From an optimization exercise on the open Yosys and OpenROAD flow, aimed at small area; shortcuts taken in it are not production practice.
Function was checked by simulation only, so behaviour that the tests miss may differ from the original.
Power figures rest on the tool's default switching activity, not on a simulated workload.

==> run G: inputs <==
==> flow/design.v (excerpt) <==
module lh_engine (
    input  wire        clk,
    input  wire        rst,           
    input  wire        cmd_valid,
    input  wire [63:0] cmd,           
    input  wire        fade_tick,
    input  wire        slot_tick,
    input  wire        arm_ok,
    output wire        ready,
    output reg         rsp_valid,
    output reg  [2:0]  rsp_status,
    output wire [5:0]  rsp_level,
    output wire [23:0] q
);
clock: 20.0 ns
lec_check: 0
cap_margin: 20
core_margin: 2
core_utilization: 18
place_density: 0.25
slew_margin: 20
run.sh (not shown) runs the stock make flow with config.mk's settings and CLKGATE_MAP_FILE= SYNTH_SCRIPT=/design/flow/synth_recipe.tcl, a recipe that flattens the netlist after the stock synthesis.
==> run C: changes against run G <==
--- a/flow/design.v
+++ b/flow/design.v
@@ -95,15 +95,17 @@
     endfunction
     reg [24*W-1:0] ring;
     reg [23:0]     qr;
     reg [2:0]      state;
     reg [4:0]      rot;         
     reg [4:0]      cc;          
+    reg [1:0]      ph;          
     reg [3:0]      k;           
-    reg [12:0]     hi;          
-    reg [5:0]      lo;          
+    reg [5:0]      a;           
+    reg [12:0]     m;           
+    reg [12:0]     opd;         
     reg [5:0]      lvl;         
     reg [12:0]     msr;         
     reg [3:0]      r10;         
     reg [5:0]      nslot;       
     reg            inited;
     reg            armed;
@@ -116,45 +118,39 @@
     wire [7:0]  c_op    = cmd[63:56];
     wire [7:0]  c_index = cmd[55:48];
     wire [31:0] c_level = cmd[47:16];
     wire [15:0] c_ms    = cmd[15:0];
     wire        c_index_ok = (c_index < 8'd24);
     wire [5:0]  c_clamp = c_level[31] ? 6'd0 : (|c_level[30:6]) ? 6'd63 : c_level[5:0];
-    wire        c_g0    = (c_ms[15:12] >= 4'd10);
-    wire [3:0]  c_r0    = c_g0 ? c_ms[15:12] - 4'd10 : c_ms[15:12];
     assign ready = (state == S_IDLE) && (rot == 5'd0);
     wire acc_cmd  = ready & cmd_valid;
     wire acc_tick = ready & ~cmd_valid & fade_tick;
     wire acc_slot = ready & ~cmd_valid & ~fade_tick & slot_tick;
-    wire cmd_ok   = inited & c_index_ok;
     wire       at_cc = (rot == cc);
     wire       comp  = (state == S_GET) | (state == S_FADE) | (state == S_SLOT);
     wire       visit = comp & at_cc;
-    wire       mul   = (k < 4'd6);
+    wire       mstep = (ph == 2'd1) & (k != 4'd13);
+    wire       dstep = (ph == 2'd2) & (k != 4'd6);
     wire [6:0] x     = {1'b0, h_tgt} - {1'b0, h_src};
     wire       s     = x[6];
     wire [5:0] dmag  = s ? (6'd0 - x[5:0]) : x[5:0];
-    wire       dk    = dmag[k[2:0]];
-    wire [13:0] opA = mul ? {1'b0, (k == 4'd0) ? 13'd0 : hi} : {hi, lo[5]};
-    wire [13:0] opB = mul ? {1'b0, dk ? h_rem : 13'd0} : {1'b1, ~h_dur};
-    wire [14:0] sum = {1'b0, opA} + {1'b0, opB} + {14'd0, ~mul};
+    wire [13:0] xa  = {a, m[12:5]};
+    wire [13:0] opb = dstep ? {1'b1, ~opd} : {(m[0] ? opd[5:0] : 6'd0), 8'd0};
+    wire [14:0] sum = {1'b0, xa} + {1'b0, opb} + {14'd0, dstep};
     wire        ge  = sum[14];
-    wire [12:0] hi_div = ge ? sum[12:0] : {hi[11:0], lo[5]};
-    wire [12:0] hi_n   = mul ? sum[13:1] : hi_div;
-    wire [5:0]  lo_n   = mul ? {sum[0], lo[5:1]} : {lo[4:0], ge};
-    wire        fin  = visit & ((k == 4'd11) | (~act & (state != S_FADE)));
-    wire [5:0]  qq   = lo_n & {6{act}};
-    wire        cr   = act & (|hi_div);
+    wire [12:0] hi_div = ge ? sum[12:0] : xa[12:0];
+    wire        fin  = visit & ((ph == 2'd2) | ((ph == 2'd0) & ~act & (state != S_FADE)));
+    wire [5:0]  qq   = m[5:0] & {6{act}};
+    wire        cr   = act & (|{a, m[12:6]});
     wire [5:0]  cur  = h_tgt + (qq ^ {6{~s}}) + {5'd0, cr ^ ~s};
     wire [5:0]  pb   = blut(cur);
     wire [5:0]  pm   = nslot * pb;
     wire        pbit = (pm < pb);
     wire [4:0]  t10  = {r10, msr[12]};
     wire        ge10 = (t10 >= 5'd10);
     wire [3:0]  r10_n = ge10 ? t10[3:0] - 4'd10 : t10[3:0];
-    wire [12:0] dnew  = {msr[11:0], ge10};
     reg [W-1:0] nhead;
     always @* begin
         nhead = head;
         case (state)
         S_INIT: begin
             nhead[31:26] = 6'd0;
@@ -162,13 +158,13 @@
         end
         S_TICK: nhead[25:13] = h_rem - {12'd0, act};
         S_SET: if (at_cc) begin
             nhead[31:26] = lvl;
             nhead[25:13] = 13'd0;
         end
-        S_FADE: if (fin) nhead = {cur, lvl, dnew, dnew};
+        S_FADE: if (fin) nhead = {cur, lvl, msr, msr};
         default: ;
         endcase
     end
     wire qin = (state == S_CLRQ) ? 1'b0 :
                (state == S_SLOT && fin) ? pbit : qr[23];
     always @(posedge clk) begin
@@ -178,39 +174,63 @@
     genvar gi;
     generate
         for (gi = 0; gi < 24; gi = gi + 1) begin : g_q
             assign q[gi] = qr[23-gi];
         end
     endgenerate
-    assign rsp_level = lo;
+    assign rsp_level = m[5:0];
+    always @(posedge clk) begin
+        if (mstep) begin
+            {a, m} <= {sum[14:8], m[12:1]};
+            msr    <= {msr[11:0], ge10};
+            r10    <= r10_n;
+            k      <= k + 4'd1;
+        end
+        if (dstep) begin
+            {a, m[12:6]} <= hi_div;
+            m[5:0]       <= {m[4:0], ge};
+            k            <= k + 4'd1;
+        end
+        if (visit) begin
+            k <= 4'd0;
+            if (fin) begin
+                m[5:0] <= cur;
+                ph     <= 2'd0;
+            end else if (ph == 2'd0) begin
+                a   <= 6'd0;
+                m   <= h_rem;
+                opd <= {7'd0, dmag};
+                ph  <= 2'd1;
+            end else begin
+                opd <= h_dur;
+                ph  <= 2'd2;
+            end
+        end
+        if (acc_cmd) begin
+            m[5:0] <= 6'd0;
+            lvl    <= c_clamp;
+            msr    <= c_ms[12:0];
+            r10    <= {1'b0, c_ms[15:13]};
+        end
+        if (ready)
+            ph <= 2'd0;
+    end
     always @(posedge clk) begin
         rsp_valid <= 1'b0;
         if (rst) begin
             state  <= S_CLRQ;
             rot    <= 5'd0;
             inited <= 1'b0;
             armed  <= 1'b0;
         end else begin
             rot <= (rot == 5'd23) ? 5'd0 : rot + 5'd1;
-            if (visit) begin
-                hi <= hi_n;
-                lo <= fin ? cur : lo_n;
-                k  <= fin ? 4'd0 : k + 4'd1;
-                msr <= dnew;
-                r10 <= r10_n;
-            end
             case (state)
             S_CLRQ: if (rot == 5'd23) state <= S_IDLE;
             S_IDLE: begin
                 if (acc_cmd) begin
-                    lo  <= 6'd0;
-                    k   <= 4'd0;
-                    cc  <= c_index[4:0];
-                    lvl <= c_clamp;
-                    msr <= {c_ms[11:0], c_g0};
-                    r10 <= c_r0;
+                    cc <= c_index[4:0];
                     rsp_valid <= 1'b1;
                     if (c_op == 8'd0) begin
                         rsp_status <= arm_ok ? 3'd0 : 3'd3;
                         inited <= 1'b1;
                         armed  <= arm_ok;
                         nslot  <= 6'd0;
@@ -232,13 +252,12 @@
                 end else if (acc_tick) begin
                     if (inited) state <= S_TICK;
                 end else if (acc_slot) begin
                     if (armed) begin
                         state <= S_SLOT;
                         cc    <= 5'd1;
-                        k     <= 4'd0;
                     end
                 end
             end
             S_INIT, S_TICK: if (rot == 5'd0) state <= S_IDLE;
             S_SET: if (at_cc) state <= S_IDLE;
             S_GET: if (fin) begin
==> flow/flow/run.sh (new file) <==
#!/bin/bash
# Own layout flow: the standard ORFS flow (standard.sh) with two changes:
#  * the port buffers are the smallest buffer (buf_1) instead of the resizer's pick;
#  * clock tree synthesis clusters about 10 flip-flops per clkbuf_4 leaf buffer
#    and inserts no dummy loads.
# Everything else (synthesis, floorplan, power grid, tap cells, placement,
# routing) is the standard flow's. make's full output goes to flow_make.log.
set -euo pipefail
export BUFFER_PORTS_ARGS="-buffer_cell sky130_fd_sc_hd__buf_1"
export CTS_ARGS="-sink_clustering_enable -repair_clock_nets -dont_use_dummy_load -buf_list sky130_fd_sc_hd__clkbuf_4 -sink_clustering_size 10 -sink_clustering_max_diameter 50"
bash standard.sh finish > flow_make.log 2>&1
==> flow/standard.sh (new file) <==
#!/bin/bash
# synth_recipe.tcl (not shown) runs the flow's synth.tcl, then flattens the netlist and writes it again
# the make line also repeats each setting of config.mk as NAME=value (left out here)
make -C /OpenROAD-flow-scripts/flow DESIGN_CONFIG=/design/flow/config.mk WORK_HOME=/design/flow/orfs CLKGATE_MAP_FILE= SYNTH_SCRIPT=/design/flow/synth_recipe.tcl "${@:-finish}"
- CORE_UTILIZATION: 18 -> 60
- PLACE_DENSITY: 0.25 -> 0.65
removed: flow/run.sh
==> summary.txt <==
Status: run G finished clean; run C finished clean
Cell area after placement: run G 29510 um^2; run C 27260 um^2
Clock-pin slew on the worst setup and hold paths: run G 60 ps; run C 100 ps
Hold-critical path endpoint: run G ring[516]$_DFF_P_; run C ring[69]$_DFF_P_
Non-clock buffering overhead in the final layout: run G 0.03398; run C 0.01599
Setup slack of the worst register-to-register path: run G 7040 ps; run C 11090 ps
Area of all placed cells without fillers: run G 33500 um^2; run C 28170 um^2
Vias in the first global route: run G 13970; run C 12994
Ratio of final minimum period to clock period: run G 0.6479; run C 0.4455
Sw power: run G 0.001074 W; run C 0.0005609 W
Multi-input gate count: run G 753; run C 764
Dpl hpwl: run G 36.23 mm; run C 27.28 mm
Number of cells in the design after placement: run G 3823; run C 2537
Number of gates on the worst path with buffers counted: run G 50; run C 34
Static leakage: run G 12.85 nW; run C 11.26 nW
Clock-net power: run G 0.00216 W; run C 0.000821 W

==> afterwards: timing with drivers on the ports <==
No port has a modelled driver above. Below, the same layouts with a new extraction and two added sets of constraints.
Step 1 (the two cells are an assumption about what drives the block):
set clk [get_ports {clk}]
set_driving_cell -lib_cell sky130_fd_sc_hd__clkbuf_16 $clk
set_driving_cell -lib_cell sky130_fd_sc_hd__buf_2 [delete_from_list [all_inputs] $clk]
Step 2 also shifts input and output timing later by t, the mid clock arrival at the registers, as if the neighbouring blocks saw the same clock.
Three values: ideal, step 1, step 2; two values: the first two.
| run | shift t [ns] | setup slack, ns | worst hold slack (ns) | slew at the worst register clock pin (ns) | pins driven straight from the clock port |
|---|---|---|---|---|---|
| run G | 0.760 | 7.043 / 7.043 / 7.043 | 0.295 / 0.295 / 0.295 | 0.07 / 0.07 | 1 |
| run C | 0.897 | 11.090 / 11.090 / 11.090 | 0.268 / 0.268 / 0.268 | 0.11 / 0.11 | 1 |
After both steps every run listed still meets setup and hold.
